Context: an optimization exercise on an open-source flow, tuned for small area, a short achievable clock period and few clock cycles per item. The choices shown serve that exercise and are no tape-out recipe. The RTL was checked by simulation tests, not by an equivalence proof against the original design. No activity file was given, so power comes from the tool's default toggle rates.

## alpha
## lzw_enc
module lzw_enc (
    input  wire        clk,
    input  wire        rst,             
    input  wire        in_valid,
    output wire        in_ready,
    input  wire [7:0]  in_data,
    input  wire        in_last,         
    output wire        out_valid,
    input  wire        out_ready,
    output wire [11:0] out_code,
    output wire        out_last,        
    output wire [15:0] out_dict_size    
);
    localparam integer NDYN = 256;       
    reg [8:0] ib0, ib1;                  
    reg       ib0_v, ib1_v;
    reg       in_rdy_q;
    assign in_ready = in_rdy_q;
    wire      in_acc = in_valid && in_rdy_q;
    reg [19:0] oq0, oq1, oq2;            
    reg [1:0]  oq_n;
    wire       oq_pop = (oq_n != 2'd0) && out_ready;
    assign out_valid     = (oq_n != 2'd0);
    assign out_code      = {3'd0, oq0[8:0]};
    assign out_dict_size = {6'd0, oq0[18:9]};
    assign out_last      = oq0[19];
    reg [8:0]  cur;                      
    reg [8:0]  cur_n;                    
    reg [7:0]  b_n;                      
    reg        have_cur;
  ...
For scale: ~13,000 cells after synthesis, roughly 44 I/O pins, ~0.20 mm2 of cells after synthesis.
Settings: LEC_CHECK=0, ABC_CLOCK_PERIOD_IN_PS=4000, CAP_MARGIN=30, CORE_MARGIN=2, CORE_UTILIZATION=45, SETUP_SLACK_MARGIN=5, SLEW_MARGIN=20; clock period 10.0 ns.
run.sh (not shown) runs the stock make flow with config.mk's settings and CLKGATE_MAP_FILE= SYNTH_SCRIPT=/design/flow/synth_recipe.tcl, a recipe that flattens the netlist after the stock synthesis.
Testbench counts of alpha, summed over its fixed seeds: cycles 136,094, bytes 136,035.
The following lists how beta was set up differently from alpha:
- clearing SETUP_SLACK_MARGIN, which used to be 5
==> flow/flow/run.sh (new file) <==
#!/bin/bash
set -o pipefail
bash standard.sh SETUP_SLACK_MARGIN=6.5 finish > flow_standard.log 2>&1
==> flow/standard.sh (new file) <==
#!/bin/bash
# synth_recipe.tcl (not shown) runs the flow's synth.tcl, then flattens the netlist and writes it again
# the make line also repeats each setting of config.mk as NAME=value (left out here)
make -C /OpenROAD-flow-scripts/flow DESIGN_CONFIG=/design/flow/config.mk WORK_HOME=/design/flow/orfs CLKGATE_MAP_FILE= SYNTH_SCRIPT=/design/flow/synth_recipe.tcl "${@:-finish}"
removed: flow/run.sh
==> comparison <==
- beta finished end to end and its layout was clean on timing, DRC and antenna.
- In summary, alpha completed successfully, with a layout that passed the timing, DRC and antenna checks.
- Looking at final-layout non-clock buffer area share across alpha and beta, the one that comes out lower is alpha.
- Core utilization: beta > alpha
- Per the comparison of beta with alpha, global routing usage summed across all routing layers +3.5 points, path length in cells of the critical path +2.
- More vias were needed by beta than by alpha.
- Setup slack of the critical path after layout in beta is 0.35 ns above alpha.
- Cells: beta has more instances than alpha

---

Setup of lane 1:
Another version of the RTL of lzw_enc (not shown whole).
Size: roughly 4500 flip-flops, roughly 44 I/O pins.
// lzw_enc
module lzw_enc (
    input  wire        clk,
    input  wire        rst,             
    input  wire        in_valid,
    output wire        in_ready,
    input  wire [7:0]  in_data,
    input  wire        in_last,         
    output wire        out_valid,
    input  wire        out_ready,
    output wire [11:0] out_code,
    output wire        out_last,        
    output wire [15:0] out_dict_size    
);
Settings: LEC_CHECK=0, ABC_CLOCK_PERIOD_IN_PS=3000, CAP_MARGIN=30, CORE_MARGIN=2, CORE_UTILIZATION=40, SLEW_MARGIN=20; clock period 10.0 ns.
standard.sh (not shown) runs the stock make flow with config.mk's settings and CLKGATE_MAP_FILE= SYNTH_SCRIPT=/design/flow/synth_recipe.tcl, a recipe that flattens the netlist after the stock synthesis.
==> flow/flow/run.sh <==
#!/bin/bash
set -o pipefail
bash standard.sh SETUP_SLACK_MARGIN=7 finish > flow_standard.log 2>&1
Testbench counts of lane 1, summed over its fixed seeds: cycles 136,094, bytes 136,035.
Changes in lane 2 relative to lane 1:
==> flow/flow/run.sh <==
#!/bin/bash
set -o pipefail
bash standard.sh SETUP_SLACK_MARGIN=6.5 TNS_END_PERCENT=10 finish > flow_standard.log 2>&1
--- outcome ---
As far as sequential cell count goes, lane 1 and lane 2 are indistinguishable; the numbers are identical. Between lane 1 and lane 2, the global routing met1 resource utilization is higher for lane 2. Aggregate routed wire length, lane 2 vs lane 1: up by a few percent. Between lane 1 and lane 2, critical path depth decreased. Relative to lane 1, lane 2 degrades net switching power figure.

---

## build 25
Starting RTL as in the previous note.
==> flow/config.mk <==
export PLATFORM = sky130hd
export DESIGN_NAME = lzw_enc
export DESIGN_NICKNAME = lzw_enc
export VERILOG_FILES = /design/flow/design.v
export SDC_FILE = /design/flow/constraint.sdc
export NUM_CORES = 4
export LEC_CHECK = 0
export ABC_CLOCK_PERIOD_IN_PS = 3000
export CAP_MARGIN = 30
export CORE_MARGIN = 2
export CORE_UTILIZATION = 40
export SLEW_MARGIN = 20
==> flow/constraint.sdc <==
create_clock -name core_clock -period 10.0 [get_ports {clk}]
set_input_delay 2.0000 -clock core_clock [delete_from_list [all_inputs] [get_ports {clk}]]
set_output_delay 2.0000 -clock core_clock [all_outputs]
set_load 0.01 [all_outputs]
==> flow/flow/run.sh <==
#!/bin/bash
set -o pipefail
bash standard.sh SETUP_SLACK_MARGIN=7.5 TNS_END_PERCENT=5 finish > flow_standard.log 2>&1
Build 25: done, clean on timing, DRC and antenna
Testbench counts of build 25, summed over its fixed seeds: cycles 136,094, bytes 136,035.
Inputs modified between build 25 and build 57:
# build 25
export LEC_CHECK = 0
export ABC_CLOCK_PERIOD_IN_PS = 3000
export CAP_MARGIN = 30
export CORE_MARGIN = 2
export CORE_UTILIZATION = 40
export SLEW_MARGIN = 20
create_clock -name core_clock -period 10.0 [get_ports {clk}]
# build 57
export LEC_CHECK = 0
export ABC_CLOCK_PERIOD_IN_PS = 3000
export CAP_MARGIN = 30
export CORE_MARGIN = 2
export CORE_UTILIZATION = 35
export SLEW_MARGIN = 20
create_clock -name core_clock -period 10.0 [get_ports {clk}]
==> flow/flow/run.sh <==
#!/bin/bash
set -o pipefail
bash standard.sh SETUP_SLACK_MARGIN=6.5 TNS_END_PERCENT=10 finish > flow_standard.log 2>&1
[summary]
From build 25 to build 57 the numbers moved as follows: logic depth of the worst setup path including buffers up 1; detailed-routing iteration count for the pre-antenna-repair pass went up.
Sort build 57 and build 25 by share of power burned in registers, descending, and build 25 comes first.
Build 57 has initial antenna violation count above what build 25 had.
Final worst-path cycle share: build 57 vs build 25 down 0.63 points
Layout multi-input combinational cell count: build 25 vs build 57 — no meaningful difference
The run showing the greater number of buffer and inverter stages on the critical path is build 57.
Summary of build 57 over build 25: first-iteration DRC count went up; sum of routed wire length over all layers went up; cell area went up.

[what the ideal ports hide]
The flow's constraints put no driver on any port. The routed layouts listed below were extracted and timed again, unchanged, in two steps. Step 1: set_driving_cell puts a clkbuf_16 on clk and a buf_2 on each other input, an assumption about the parent block. Step 2 adds t to the input delays and takes it off the output delays; t is the mean of the earliest and latest rising clock arrival at the registers after step 1. Input paths then give back, and output paths get back, about the clock's delay inside the block. Three values: ideal, step 1, step 2; two values: the first two.
| run | shift t [ns] | slack for setup (ns) | worst register clock-pin slew, ns | worst data-port slew with drivers (ns) | cell pins on the clock port's net |
|---|---|---|---|---|---|
| alpha | 1.140 | 4.789 / 4.789 / 4.069 | 0.07 / 0.07 | 0.04 | 1 |
| beta | 1.141 | 5.140 / 5.140 / 4.547 | 0.07 / 0.07 | 0.07 | 1 |
| lane 1 | 1.176 | 5.600 / 5.600 / 5.556 | 0.07 / 0.07 | 0.06 | 1 |
| lane 2 | 1.150 | 5.743 / 5.743 / 5.048 | 0.07 / 0.07 | 0.34 | 1 |
| build 25 | 1.142 | 5.760 / 5.760 / 5.491 | 0.07 / 0.07 | 0.34 | 1 |
| build 57 | 1.180 | 5.823 / 5.823 / 5.254 | 0.07 / 0.07 | 0.07 | 1 |
After both steps every run listed still meets setup and hold. The setup slack of alpha, which loses most, moves by 0.000 ns with the drivers and by -0.720 ns with both steps.
